What follows belongs to an exercise in optimizing a design on an open flow for small area and a short achievable clock period; a production flow would make more cautious choices.
The RTL was checked by simulation tests, not by an equivalence proof against the original design.
Power figures rest on the tool's default switching activity, not on a simulated workload.

## ca_core
module ca_core (
    input  wire        clk,
    input  wire        rst,          
    input  wire        run,          
    input  wire        host_we,
    input  wire [6:0]  host_addr,    
    input  wire [7:0]  host_wdata,
    input  wire [6:0]  dbg_addr,     
    output wire [7:0]  dbg_rdata,
    output wire [9:0]  imem_addr,
    input  wire [15:0] imem_data,
    output wire [15:0] pc,
    output wire [7:0]  sreg,
    output wire        halted,
    output wire        diag_valid,
    output wire [9:0]  diag_pc,
    output wire [15:0] diag_word
);
    localparam OP_ADD  = 4'd0,  OP_SUB  = 4'd1,  OP_MUL = 4'd2,  OP_MOVI = 4'd3,
               OP_BEQZ = 4'd4,  OP_ANDI = 4'd5,  OP_EOR = 4'd6,  OP_BR   = 4'd7,
               OP_SAL  = 4'd8,  OP_SAR  = 4'd9,  OP_LDR = 4'd10, OP_STR  = 4'd11;
    reg [511:0] rf;              
    reg [511:0] dm;              
    reg [10:0] pc_q;             
    reg [4:0]  flags_q;          
    reg        eop_q;            
    reg        flush_q;          
    reg [10:0] flush_tgt_q;
    reg        d_active_q;
    reg [15:0] d_word_q;
    reg        e_active_q;
    reg [15:0] e_word_q;
    reg [7:0]  a_q;              
    reg [7:0]  b_q;
    assign halted = eop_q & ~d_active_q & ~e_active_q;
    wire step = run & ~halted;
    wire        e_valid   = e_active_q & ~flush_q;
  ...
Size in the first run: about 5500 cells after synthesis, roughly 52000 µm² of cells after synthesis.
==> flow/config.mk <==
export PLATFORM = sky130hd
export DESIGN_NAME = ca_core
export DESIGN_NICKNAME = ca_core
export VERILOG_FILES = /design/flow/design.v
export SDC_FILE = /design/flow/constraint.sdc
export NUM_CORES = 4
export LEC_CHECK = 0
export CAP_MARGIN = 20
export CORE_MARGIN = 2
export CORE_UTILIZATION = 45
export CTS_CLUSTER_DIAMETER = 100
export CTS_CLUSTER_SIZE = 30
export GPL_ROUTABILITY_DRIVEN = 1
export SETUP_SLACK_MARGIN = 4.6
export SLEW_MARGIN = 20
export SYNTH_HIERARCHICAL = 1
==> flow/constraint.sdc <==
create_clock -name core_clock -period 10.0 [get_ports {clk}]
set_input_delay 2.0000 -clock core_clock [delete_from_list [all_inputs] [get_ports {clk}]]
set_output_delay 2.0000 -clock core_clock [all_outputs]
set_load 0.01 [all_outputs]
standard.sh (not shown) runs the stock make flow with config.mk's settings and CLKGATE_MAP_FILE= SYNTH_SCRIPT=/design/flow/synth_recipe.tcl, a recipe that flattens the netlist after the stock synthesis.
==> flow/flow/run.sh <==
#!/bin/bash
# The standard layout (standard.sh: the standard flow's synthesis and ORFS flow), except
# that the port buffers are placed as buf_1; the flow's repair steps still
# size them as timing and slew need. All of make's output goes to
# standard.log here; ORFS keeps each step's own log under orfs/logs/.
set -euo pipefail
export BUFFER_PORTS_ARGS="-buffer_cell sky130_fd_sc_hd__buf_1"
bash standard.sh > standard.log 2>&1
Edit:
--- a/flow/design.v
+++ b/flow/design.v
@@ -44,21 +44,21 @@
     wire [5:0] d_r2  = d_word_q[5:0];
     wire       d_ldr = (d_word_q[15:12] == OP_LDR);
     wire [7:0]  a_lo, a_hi, b_lo, d_lo;
     wire [15:0] b_hi;
     wire [15:0] d_hi;
     wire [3:0]  d_mid, d_top;
     ca_predec3n u_pa0 (.a(d_r1[2:0]),          .n(a_lo));
     ca_predec3n u_pa1 (.a(d_r1[5:3]),          .n(a_hi));
     ca_predec3n u_pb0 (.a(d_r2[2:0]),          .n(b_lo));
     ca_predec4n u_pb1 (.a({d_ldr, d_r2[5:3]}), .n(b_hi));
-    ca_predec3n u_pd0 (.a(dbg_addr[2:0]),      .n(d_lo));
+    ca_predec3n_fast u_pd0 (.a(dbg_addr[2:0]), .n(d_lo));
     ca_predec2 u_pd1 (.a(dbg_addr[4:3]), .h(d_mid));
     ca_predec2 u_pd2 (.a(dbg_addr[6:5]), .h(d_top));
     wire [63:0]  a_hot;
     wire [127:0] b_hot, d_hot;
     genvar ge, gb;
     generate
         for (ge = 0; ge < 128; ge = ge + 1) begin : g_hot
             ca_nor2 u_b (.a(b_lo[ge % 8]), .b(b_hi[ge / 8]), .y(b_hot[ge]));
             ca_nor2 u_d (.a(d_lo[ge % 8]), .b(d_hi[ge / 8]), .y(d_hot[ge]));
             if (ge < 16) begin : g_dhi
@@ -246,20 +246,39 @@
     assign hi_p  = hi | {8{rst}};
     assign lo_rn = ~(lo & {8{~rst}});
     assign hi_n  = ~hi;
 endmodule
 module ca_inv8 (input wire [7:0] a, output wire [7:0] y);
     assign y = ~a;
 endmodule
 module ca_predec3n (input wire [2:0] a, output wire [7:0] n);
     assign n = ~(8'd1 << a);
 endmodule
+module ca_predec3n_fast (input wire [2:0] a, output wire [7:0] n);
+    wire [2:0] a_n;
+    genvar k;
+    generate
+        for (k = 0; k < 3; k = k + 1) begin : g_inv
+            ca_inv u (.a(a[k]), .y(a_n[k]));
+        end
+        for (k = 0; k < 8; k = k + 1) begin : g_line
+            ca_nand3 u (.a(k[0] ? a[0] : a_n[0]), .b(k[1] ? a[1] : a_n[1]),
+                        .c(k[2] ? a[2] : a_n[2]), .y(n[k]));
+        end
+    endgenerate
+endmodule
+module ca_inv (input wire a, output wire y);
+    assign y = ~a;
+endmodule
+module ca_nand3 (input wire a, input wire b, input wire c, output wire y);
+    assign y = ~(a & b & c);
+endmodule
 module ca_mux8 (input wire s, input wire [7:0] a1, input wire [7:0] a0,
                 output wire [7:0] y);
     assign y = s ? a1 : a0;
 endmodule
 module ca_predec2 (input wire [1:0] a, output wire [3:0] h);
     assign h = 4'd1 << a;
 endmodule
 module ca_predec4n (input wire [3:0] a, output wire [15:0] n);
     assign n = ~(16'd1 << a);
 endmodule
=> The new run finished with timing, DRC and antenna clean. Clock skew barely changes. Via count hardly moves. Sequential cell count does not change. Area after synthesis is about the same. Power fell by 0.98%. Clock power fell by about 2%. Critical path depth does not change. Wire length rose by 1.1%. Non-clock buffer count fell by 16. Final cell count fell by 0.33%. First-iteration DRC count fell by 0.61%. Count of clock-buffer cells in the layout fell by 1.

==> separate check: timing with driven ports <==
Ports are ideal in the flow. The routed layouts listed here were re-timed in OpenROAD.
Step 1: set_driving_cell puts a clkbuf_16 on clk and a buf_2 on each other input, an assumption about the parent block.
Step 2 times the ports against the registers' clock, not the clock port: input delays grow and output delays shrink by t, the midpoint of the rising clock arrivals with the driver on.
a / b / c = ideal / step 1 / step 2; a / b = the first two.
| run | t, ns | setup WS [ns] | worst data-port slew with drivers (ns) | cell pins on the clock port's net |
|---|---|---|---|---|
| the first run | 0.781 | 3.900 / 3.826 / 3.776 | 0.10 | 1 |
| the second run | 0.777 | 3.803 / 3.731 / 3.731 | 0.08 | 1 |
After both steps every run listed still meets setup and hold. The setup slack of the first run, which loses most, moves by -0.074 ns with the drivers and by -0.124 ns with both steps.
